Context: an optimization exercise on an open-source flow, tuned for small area, a short achievable clock period and few clock cycles per item. The choices shown serve that exercise and are no tape-out recipe.
In this exercise RTL edits were held to simulation tests only and were not proved equivalent to the original.
Power and IR drop assume default switching activity.

==> design.v <==
`default_nettype none
module hmvf_tx (
    input  wire        clk,
    input  wire        rst,
    input  wire        cmd_valid,
    output wire        cmd_ready,
    input  wire [3:0]  cmd_op,
    input  wire [63:0] cmd_value,
    output wire        out_valid,
    input  wire        out_ready,
    output wire [7:0]  out_data,
    output wire        out_last
);
    localparam OP_VI   = 4'd0;
    localparam OP_VL   = 4'd1;
    localparam OP_U8   = 4'd2;
    localparam OP_BOOL = 4'd3;
    localparam OP_I16  = 4'd4;
    localparam OP_U16  = 4'd5;
    localparam OP_I32  = 4'd6;
    localparam OP_U32  = 4'd7;
    localparam OP_I64  = 4'd8;
    localparam OP_U64  = 4'd9;
    reg        busy;
    reg        varint;      
    reg [63:0] sreg;        
    reg [3:0]  nbytes;      
    reg [3:0]  idx;         
    function [3:0] be_bytes(input [3:0] op);
        case (op)
            OP_I16, OP_U16: be_bytes = 4'd2;
            OP_I32, OP_U32: be_bytes = 4'd4;
            OP_I64, OP_U64: be_bytes = 4'd8;
            default:        be_bytes = 4'd1;
        endcase
    endfunction
    wire [63:0] vrest   = sreg >> 7;
    wire        v_more  = (vrest != 64'd0);
    assign cmd_ready = !busy;
    assign out_valid = busy;
    assign out_data  = varint ? {v_more, sreg[6:0]} : sreg[63:56];
    assign out_last  = varint ? !v_more : (idx == nbytes - 4'd1);
    always @(posedge clk) begin
        if (rst) begin
            busy   <= 1'b0;
            varint <= 1'b0;
            sreg   <= 64'd0;
            nbytes <= 4'd0;
            idx    <= 4'd0;
        end else if (!busy) begin
            if (cmd_valid) begin
                busy   <= 1'b1;
                idx    <= 4'd0;
                nbytes <= be_bytes(cmd_op);
                case (cmd_op)
                    OP_VI: begin
                        varint <= 1'b1;
                        sreg   <= {32'd0, cmd_value[31:0]};
                    end
                    OP_VL: begin
                        varint <= 1'b1;
                        sreg   <= cmd_value;
                    end
                    OP_BOOL: begin
                        varint <= 1'b0;
                        sreg   <= {7'd0, cmd_value[0], 56'd0};
                    end
                    OP_I16, OP_U16: begin
                        varint <= 1'b0;
                        sreg   <= {cmd_value[15:0], 48'd0};
                    end
                    OP_I32, OP_U32: begin
                        varint <= 1'b0;
                        sreg   <= {cmd_value[31:0], 32'd0};
                    end
                    OP_I64, OP_U64: begin
                        varint <= 1'b0;
                        sreg   <= cmd_value;
                    end
                    default: begin  
                        varint <= 1'b0;
                        sreg   <= {cmd_value[7:0], 56'd0};
                    end
                endcase
            end
        end else if (out_ready) begin
            idx <= idx + 4'd1;
            if (out_last)
                busy <= 1'b0;
            if (varint)
                sreg <= vrest;
            else
                sreg <= {sreg[55:0], 8'd0};
        end
    end
endmodule
`default_nettype wire
`default_nettype none
module hmvf_rx (
    input  wire        clk,
    input  wire        rst,
    input  wire        cmd_valid,
    output wire        cmd_ready,
    input  wire [3:0]  cmd_op,
    input  wire        in_valid,
    output wire        in_ready,
    input  wire [7:0]  in_data,
    output wire        done,
    output reg  [63:0] value,
    output wire        ovf,
    output wire [3:0]  cblen,
    output wire [79:0] cb
);
    localparam OP_VI   = 4'd0;
    localparam OP_VL   = 4'd1;
    localparam OP_U8   = 4'd2;
    localparam OP_BOOL = 4'd3;
    localparam OP_I16  = 4'd4;
    localparam OP_U16  = 4'd5;
    localparam OP_I32  = 4'd6;
    localparam OP_U32  = 4'd7;
    localparam OP_I64  = 4'd8;
    localparam OP_U64  = 4'd9;
    reg        busy;
    reg        done_r;
    reg        ovf_r;
    reg [3:0]  op;
    reg [3:0]  gi;          
    reg [63:0] acc;         
    reg [79:0] cb_r;        
    reg [3:0]  cblen_r;
    wire       is_var   = (op == OP_VI) || (op == OP_VL);
    wire [3:0] var_n    = (op == OP_VL) ? 4'd10 : 4'd5;
    wire [7:0] fin_mask = (op == OP_VL) ? 8'h01 : 8'h0F;
    reg [3:0] be_n;
    always @(*) begin
        case (op)
            OP_I16, OP_U16: be_n = 4'd2;
            OP_I32, OP_U32: be_n = 4'd4;
            OP_I64, OP_U64: be_n = 4'd8;
            default:        be_n = 4'd1;
        endcase
    end
    wire        take     = busy && in_valid;
    wire        last_grp = (gi == var_n - 4'd1);
    wire [7:0]  grp_mask = last_grp ? fin_mask : 8'h7F;
    wire [63:0] grp_val  = {56'd0, in_data & grp_mask} << (7 * gi);
    assign cmd_ready = !busy;
    assign in_ready  = busy;
    assign done      = done_r;
    assign ovf       = ovf_r;
    assign cblen     = cblen_r;
    assign cb        = cb_r;
    always @(*) begin
        case (op)
            OP_VI:   value = {{32{acc[31]}}, acc[31:0]};
            OP_BOOL: value = {63'd0, acc[0]};
            OP_I16:  value = {{48{acc[15]}}, acc[15:0]};
            OP_I32:  value = {{32{acc[31]}}, acc[31:0]};
            default: value = acc;
        endcase
    end
    always @(posedge clk) begin
        if (rst) begin
            busy    <= 1'b0;
            done_r  <= 1'b0;
            ovf_r   <= 1'b0;
            op      <= 4'd0;
            gi      <= 4'd0;
            acc     <= 64'd0;
            cb_r    <= 80'd0;
            cblen_r <= 4'd0;
        end else begin
            done_r <= 1'b0;
            if (!busy) begin
                if (cmd_valid) begin
                    busy    <= 1'b1;
                    op      <= cmd_op;
                    gi      <= 4'd0;
                    acc     <= 64'd0;
                    ovf_r   <= 1'b0;
                    cb_r    <= 80'd0;
                    cblen_r <= 4'd0;
                end
            end else if (take) begin
                gi <= gi + 4'd1;
                if (is_var) begin
                    acc                <= acc | grp_val;
                    cb_r[8*gi +: 8]    <= in_data;
                    cblen_r            <= gi + 4'd1;
                    if (!in_data[7]) begin
                        busy   <= 1'b0;
                        done_r <= 1'b1;
                    end else if (last_grp) begin
                        busy   <= 1'b0;
                        done_r <= 1'b1;
                        ovf_r  <= 1'b1;
                    end
                end else begin
                    acc <= {acc[55:0], in_data};
                    if (gi == be_n - 4'd1) begin
                        busy   <= 1'b0;
                        done_r <= 1'b1;
                    end
                end
            end
        end
    end
endmodule
`default_nettype wire
`default_nettype none
module hmvf_codec (
    input  wire        clk,
    input  wire        rst,
    input  wire        tx_cmd_valid,
    output wire        tx_cmd_ready,
    input  wire [3:0]  tx_cmd_op,
    input  wire [63:0] tx_cmd_value,
    output wire        tx_out_valid,
    input  wire        tx_out_ready,
    output wire [7:0]  tx_out_data,
    output wire        tx_out_last,
    input  wire        rx_cmd_valid,
    output wire        rx_cmd_ready,
    input  wire [3:0]  rx_cmd_op,
    input  wire        rx_in_valid,
    output wire        rx_in_ready,
    input  wire [7:0]  rx_in_data,
    output wire        rx_done,
    output wire [63:0] rx_value,
    output wire        rx_ovf,
    output wire [3:0]  rx_cblen,
    output wire [79:0] rx_cb
);
    hmvf_tx u_tx (
        .clk       (clk),
        .rst       (rst),
        .cmd_valid (tx_cmd_valid),
        .cmd_ready (tx_cmd_ready),
        .cmd_op    (tx_cmd_op),
        .cmd_value (tx_cmd_value),
        .out_valid (tx_out_valid),
        .out_ready (tx_out_ready),
        .out_data  (tx_out_data),
        .out_last  (tx_out_last)
    );
    hmvf_rx u_rx (
        .clk       (clk),
        .rst       (rst),
        .cmd_valid (rx_cmd_valid),
        .cmd_ready (rx_cmd_ready),
        .cmd_op    (rx_cmd_op),
        .in_valid  (rx_in_valid),
        .in_ready  (rx_in_ready),
        .in_data   (rx_in_data),
        .done      (rx_done),
        .value     (rx_value),
        .ovf       (rx_ovf),
        .cblen     (rx_cblen),
        .cb        (rx_cb)
    );
endmodule
`default_nettype wire
==> run.sh <==
#!/bin/bash
# synth_recipe.tcl (not shown) runs the flow's synth.tcl, then flattens the netlist and writes it again
# the make line also repeats each setting of config.mk as NAME=value (left out here)
make -C /OpenROAD-flow-scripts/flow DESIGN_CONFIG=/design/flow/config.mk WORK_HOME=/design/flow/orfs CLKGATE_MAP_FILE= SYNTH_SCRIPT=/design/flow/synth_recipe.tcl finish
==> config.mk <==
export PLATFORM = sky130hd
export DESIGN_NAME = hmvf_codec
export DESIGN_NICKNAME = hmvf_codec
export VERILOG_FILES = /design/flow/design.v
export SDC_FILE = /design/flow/constraint.sdc
export NUM_CORES = 4
export LEC_CHECK = 0
export CAP_MARGIN = 20
export CORE_MARGIN = 2
export CORE_UTILIZATION = 40
export SLEW_MARGIN = 20
==> constraint.sdc <==
create_clock -name core_clock -period 4.0 [get_ports {clk}]
set_input_delay 0.8000 -clock core_clock [delete_from_list [all_inputs] [get_ports {clk}]]
set_output_delay 0.8000 -clock core_clock [all_outputs]
set_load 0.01 [all_outputs]
==> flow_summary.toml <==
[outcome]
status = "complete, no violations"

[sta]
worstMarginPinSlew_ns = 1.07
rsz0062_at_grt = "no"
hold_violations = 0
fin_worst_skew_ns = 0.0154
period_needed_ns = 3.79
setup_viol = 0
slew_viol_final = 0
timing.hold.ws_ns = 0.460
layout_worst_path_cycle_share = 0.948
max_slew_margin = 0.288
fin_setup_tns_ns = 0
fmax_mhz = 264

[worst_setup_path]
reg2reg_depth = 8
r2r-start = "u_rx.gi[2]"
cp_slowest_cell = "clkdlybuf4s50_1"
path_cells = "or4_1 > nor3_1 > nand4_1 > o21ai_0 > clkdlybuf4s50_1"
crit_required_ns = 3.20
startpoint_type = "flip-flop"
r2r-end = "u_rx.acc[37]"
rrSetupSlack_ns = 0.57
critical_path_class = "flip-flop to output port"
crit_path_end_kind = "output port"
crit_arrival_ns = 2.99
cp_slowest_stage_delay_ns = 0.64
cp_max_fo = 4

[clock_network]
postCtsHoldBufs = 0
worstSkewPairLatency_ns = 0.54
cts_setup_buffers = 0
clock_sinks = 233
cts_inserted_buffers = 26
cts_resized = 0
clockRootBuffer = "clkbuf_16"
htree_levels = 1
cts.clk_slew.worst_paths_ns = 0.06
clock_path_buffers = 3
cts_tree = "done"

[routing]
drc_errors = 0
drt-total-wl_mm = 51.5
viasPerCell = 6.06
drt_pass1_iterations = 8
post_drt_wl_per_cell_um = 22.6
vias = 13819
drt_iter0_drc = 1414
postRouteAntennaNets = 0

[pwr]
power_switching_share = 0.287
power_frac_clock = 0.411
pwr-share-comb = 0.166
leakage_uw = 0.00617
vdd_drop_max_uv = 333
cellPowerDensity_nw_per_um2 = 352
p_seq_frac = 0.423
intPower_uw = 4240
p_sw_uw = 1710

[logic_synthesis]
yosysSeqAreaShare = 0.356
synth_area_per_cell_um2 = 8.01
synth_nets = 1738
synthDistinctLibCells = 79
synth-edff-count = 0
syn-instance-count = 1635
ys.flop_type = "dfxtp_1"
async_flop_share = 0
ys.warnings.count = 2
ys_ff_latch = 233
mappedNetlistArea_um2 = 13100

[global_route]
grt_util_all_layers = 0.287
overflow = 0
grt_max_degree = 92
grt_pass1_vias = 12652
antenna_found_initial = 0
grt_pass1_wl_mm = 77.0

[final_layout]
fin_cells = 2279
final_nets = 1920
area_delta_synth_final_pct = 29.1
drive_gt1_frac = 0.0991
final_cell_area_um2 = 16900

[worst_hold_path]
whs_path_depth = 2
min_from = "u_rx.ovf_r"
hold_class = "flip-flop to flip-flop"
hold_end = "u_rx.ovf_r"

[die]
initial_core_util = 0.405
dieWidth_um = 185
ioPinCount = 249
die_h_um = 185
coreArea_um2 = 32400
rows = 66
die-area_um2 = 34200

[placement]
io_buffers = 248
dp_cells = 2231
dpl_cell_area_um2 = 16000
gp_congestion = 0.968
dp_hpwl_mm = 36.8

[run]
cap_violations = 0
==> critical path, delay by kind of cell (launching register included) <==
family | cells | cell delay, ns
buffers and inverters | 1 | 0.64
AO/OA/AOI/OAI | 1 | 0.47
AND/OR/NAND/NOR | 3 | 0.97
flip-flops | 1 | 0.37
==> registers in the layout, summed over array words and instances, names as in the netlist <==
signal / flops
u_rx.gi: 4
u_tx.nbytes: 4
u_rx.op: 4
u_rx.cb_r: 80
u_rx.acc: 64
u_rx.ovf_r: 1
u_rx.cblen_r: 4
u_tx.idx: 4
u_tx.varint: 1
u_rx.busy: 1
u_tx.busy: 1
u_tx.sreg: 64
u_rx.done_r: 1
==> cell usage after synthesis (all sizes together), types with 19 or more instances <==
master  count  share of area
nor2b      26          0.012
a21oi     123          0.047
dfxtp     233           0.36
a221oi     49          0.033
mux2i      30          0.023
clkbuf    124          0.036
a211oi     23          0.014
mux2       53          0.046
o21ai      67          0.026
nor4       19         0.0096
nor3       99          0.039
nor2      144          0.041
nand2     156          0.045
inv        24         0.0069
a22oi      21          0.012
buf        25         0.0086
nand3      87          0.033
a21o       37          0.021
==> power by group through the flow <==
stage | combinational [µW] | clock, µW | sequential [µW]
global route | 1060 | 2580 | 2520
finish | 986 | 2440 | 2520
detailed placement | 968 | 0 | 2560
floorplan | 598 | 0 | 2510
CTS | 972 | 2470 | 2510
global placement | 966 | 0 | 2560
==> per-layer routing <==
metal	vias up	part of all wire	track usage
met1	6601	0.43	0.392
met3	92	0.077	0.0378
met5	-	0	0
met2	677	0.47	0.472
met4	0	0.029	0.0892
li1	6449	-	-
==> metrics by stage <==
stage                     total power [µW]  setup slack, ns  utilization
after floorplan                       3110            0.748            -
after CTS                             5960            0.243        0.522
final                                 5940            0.208        0.522
after global routing                  6150           0.0873        0.522
after global placement                3530            0.690        0.495
after detailed placement              3530            0.670        0.495
==> area by class of cell <==
| cell class | instances | area, µm² |
|---|---|---|
| clock inverter | 6 | 57.6 |
| tap | 442 | 553 |
| antenna | 1 | 2.50 |
| sequential | 233 | 4670 |
| timing repair buffer | 303 | 2910 |
| fill | 3136 | 15500 |
| inverter | 24 | 90.1 |
| clock buffer | 41 | 808 |
| multi-input combinational | 1229 | 7820 |
==> logic make-up after synthesis <==
group	share of synthesized area
DFF	0.356
adders and majority gates	0.0185
muxes	0.0685
buffers and inverters	0.0510
xor gates and xnor gates	0.00936
AOI/OAI and AO/OA	0.264
and+or+nand+nor	0.233
==> how the worst max path moves through the flow <==
stage | from | to | slack [ns] | cells after the start
global route | u_rx.op[2] | rx_value[18] | 0.09 | 4
CTS | u_tx.sreg[17] | tx_out_last | 0.24 | 5
global placement | rx_in_data[3] | u_rx.acc[38] | 0.69 | 6
floorplan | u_rx.gi[2] | u_rx.acc[37] | 0.75 | 8
finish | u_tx.sreg[17] | tx_out_last | 0.21 | 5
detailed placement | u_rx.gi[2] | u_rx.acc[37] | 0.67 | 8
==> placed cells by master, fill, tap and decap left out, types with 8 or more instances in the layout <==
cell type / n
a211oi_1: 22
xnor2_1: 8
nand3_1: 87
clkbuf_16: 27
a222oi_1: 18
nand2b_1: 13
o211ai_1: 13
nor4_1: 18
o31ai_1: 14
a221oi_1: 49
clkdlybuf4s50_1: 247
a32oi_1: 8
nand2_1: 155
nor3b_1: 10
a311oi_1: 9
dfxtp_1: 231
nor2_1: 144
o21bai_1: 8
a22o_1: 16
clkbuf_8: 8
a21o_1: 37
a21oi_1: 121
nor3_1: 92
and2_1: 13
or3_1: 17
ha_1: 13
inv_1: 24
o22a_1: 10
buf_4: 54
o21a_1: 8
mux2i_1: 30
nor2b_1: 26
a22oi_1: 21
o22ai_1: 10
o21ai_0: 64
mux2_2: 53
Testbench counts, summed over its fixed seeds: cycles 28,958, items 11,200.

## static timing again, ports no longer ideal
Ports are ideal in the flow. The routed layout listed here was re-timed in OpenROAD. Step 1: set_driving_cell puts a clkbuf_16 on clk and a buf_2 on each other input, an assumption about the parent block. Step 2 times the ports against the registers' clock, not the clock port: input delays grow and output delays shrink by t, the midpoint of the rising clock arrivals with the driver on. Three values: ideal, step 1, step 2; two values: the first two.
shift t [ns]: 0.585
setup slack, ns: 0.208 / 0.156 / 0.570
worst setup path after step 2: register to register
After both steps this run still meets setup and hold. For this run, drivers alone change the setup slack by -0.052 ns; drivers and shift together by +0.362 ns.
